Source: an optimization exercise on an open RTL-to-GDS flow (aim: small area, a short achievable clock period and few clock cycles per item). Production flows keep margins and buffers that such runs may drop.
Only simulation tests tie the RTL to the original design; equivalence was not proved.
Power and IR drop assume default switching activity.

== build 80 ==
## pga16
module pga16 (
    input  wire        clk,
    input  wire        rst,           
    input  wire        host_we,
    input  wire [3:0]  host_addr,
    input  wire [31:0] host_wdata,
    output reg  [31:0] host_rdata,
    output wire        mem_valid,
    output wire        mem_we,
    output wire [31:0] mem_addr,
    output wire [7:0]  mem_wdata,
    input  wire        mem_ready,
    input  wire [7:0]  mem_rdata,
    input  wire        mem_err
);
    localparam RN_BUF_BASE = 4'd0;
    localparam RN_BUF_LEN  = 4'd1;
    localparam RN_GAIN     = 4'd2;
    localparam RN_CTRL     = 4'd3;
    localparam RN_CMD      = 4'd4;
    localparam RN_STATUS   = 4'd5;
    localparam RN_PROGRESS = 4'd6;
    localparam ERR_ILLEGAL_CMD = 3'd1;
    localparam ERR_NULL_BUFFER = 3'd2;
    localparam ERR_GAIN_INF    = 3'd3;
    localparam ERR_ADDR_RANGE  = 3'd4;
    localparam ERR_MEM_FAULT   = 3'd5;
  ...
Size in the first run: ~2300 cells after synthesis, ~270 flip-flops, roughly 0.020 sq mm of cells after synthesis.
clock: 33.0 ns
lec_check: 0
abc_area: 1
cap_margin: 20
core_margin: 2
core_utilization: 40
cts_buf_list: sky130_fd_sc_hd__clkbuf_8
cts_cluster_diameter: 60
cts_cluster_size: 12
slew_margin: 20
standard.sh (not shown) runs the stock make flow with config.mk's settings and CLKGATE_MAP_FILE= SYNTH_SCRIPT=/design/flow/synth_recipe.tcl, a recipe that flattens the netlist after the stock synthesis.
==> flow/flow/run.sh <==
#!/bin/bash
# The standard layout (standard.sh), with these changes to how it is made:
#  - synthesis runs from a copy of ORFS's scripts folder in which
#    * Yosys's synth skips its quick ABC pass before the adder extraction
#      (synth -run fine: -noabc), so the full adders written in the RTL reach
#      extract_fa as written, and
#  - the port buffers are buf_1 cells instead of the default delay-buffer cell;
#  - repair_timing works with a setup margin, so that it shortens the longest
#    paths although the 33 ns clock leaves them slack.
# The make output goes to make_finish.log in this folder; ORFS keeps each
# step's log under orfs/logs.
set -euo pipefail
work=$PWD
rm -rf "$work/scripts"
cp -r "$FLOW_HOME/scripts" "$work/scripts"
cp "$work/flow/abc_area.script" "$work/scripts/abc_area.script"
sed -i 's/-run fine: {\*}\$synth_full_args/-run fine: -noabc {*}$synth_full_args/' "$work/scripts/synth.tcl"
grep -q -- '-run fine: -noabc' "$work/scripts/synth.tcl"
bash standard.sh SCRIPTS_DIR="$work/scripts" \
    BUFFER_PORTS_ARGS="-buffer_cell sky130_fd_sc_hd__buf_1" \
    SETUP_SLACK_MARGIN=18.5 finish > make_finish.log 2>&1
==> flow/flow/abc_area.script <==
strash
dch
map -a
strash
dch
map -a
strash
dch
map -a
topo
stime -c
buffer -c
upsize -c
dnsize -c
Testbench counts of build 80, summed over its fixed seeds: cycles 36,384, windows 8,872.
## Diff of input files: build 24 against build 80
==> flow/flow/abc_area.script <==
strash
dch
map -a
strash
dch
map -a
strash
dch
map -a
topo
stime -c
dnsize -c
--- outcome ---
- The die area in build 24 sits about 2.4% below the value recorded for build 80.
- Wire length of the first global-routing pass of build 24 falls short of that of build 80 by a few percent.
- Taking build 80 as the reference, in build 24 routed length on met1 moved down; detailed-route wire length went down by 5.2%; number of violations reported at the end of detailed-routing iteration 0 dropped 206; count of clock-buffer cells in the layout down 5.
- Build 24 ended with less clock share of power than build 80.
- Max count of buffering cells on the critical path with inverters included across build 80 and build 24: build 80
- Synthesized net count is higher on build 80
- Compared with build 80, final RePlAce weighted congestion in build 24 increased by a few percent.
The following lists how build 19 was set up differently from build 24:
--- a/flow/flow/run.sh
+++ b/flow/flow/run.sh
@@ -20,2 +20,2 @@
     BUFFER_PORTS_ARGS="-buffer_cell sky130_fd_sc_hd__buf_1" \
-    SETUP_SLACK_MARGIN=18.5 finish > make_finish.log 2>&1
+    SETUP_SLACK_MARGIN=18.65 finish > make_finish.log 2>&1
Findings:
Total power of build 19 is higher than that of build 24. From build 24 to build 19 the numbers moved as follows: routed wire length rose by 2.0%; layout overhead on the synthesized area now sits higher.

## re-timing with driven ports
The flow's constraints put no driver on any port. The routed layouts listed below were extracted and timed again, unchanged, in two steps.
Step 1 assumes that a clkbuf_16 drives the clock port and a buf_2 every other input.
Step 2 moves the port delays by t, midway between the first and last clock arrival at a register: inputs arrive t later, outputs are due t later. That takes back most of the time a late clock gives input paths.
Three values: no drivers, after step 1, after step 2; two values: the first two.
run	shift t [ns]	slack for setup (ns)	hold slack, ns	worst register clock-pin slew, ns
build 80	0.699	18.515 / 18.459 / 18.459	0.434 / 0.434 / 0.434	0.10 / 0.10
build 24	0.706	18.521 / 18.492 / 18.434	0.441 / 0.441 / 0.441	0.10 / 0.10
build 19	0.653	18.463 / 18.423 / 18.423	0.443 / 0.443 / 0.443	0.09 / 0.09
After both steps every run listed still meets setup and hold. For build 24, which loses most, drivers alone change the setup slack by -0.029 ns; drivers and shift together by -0.087 ns.
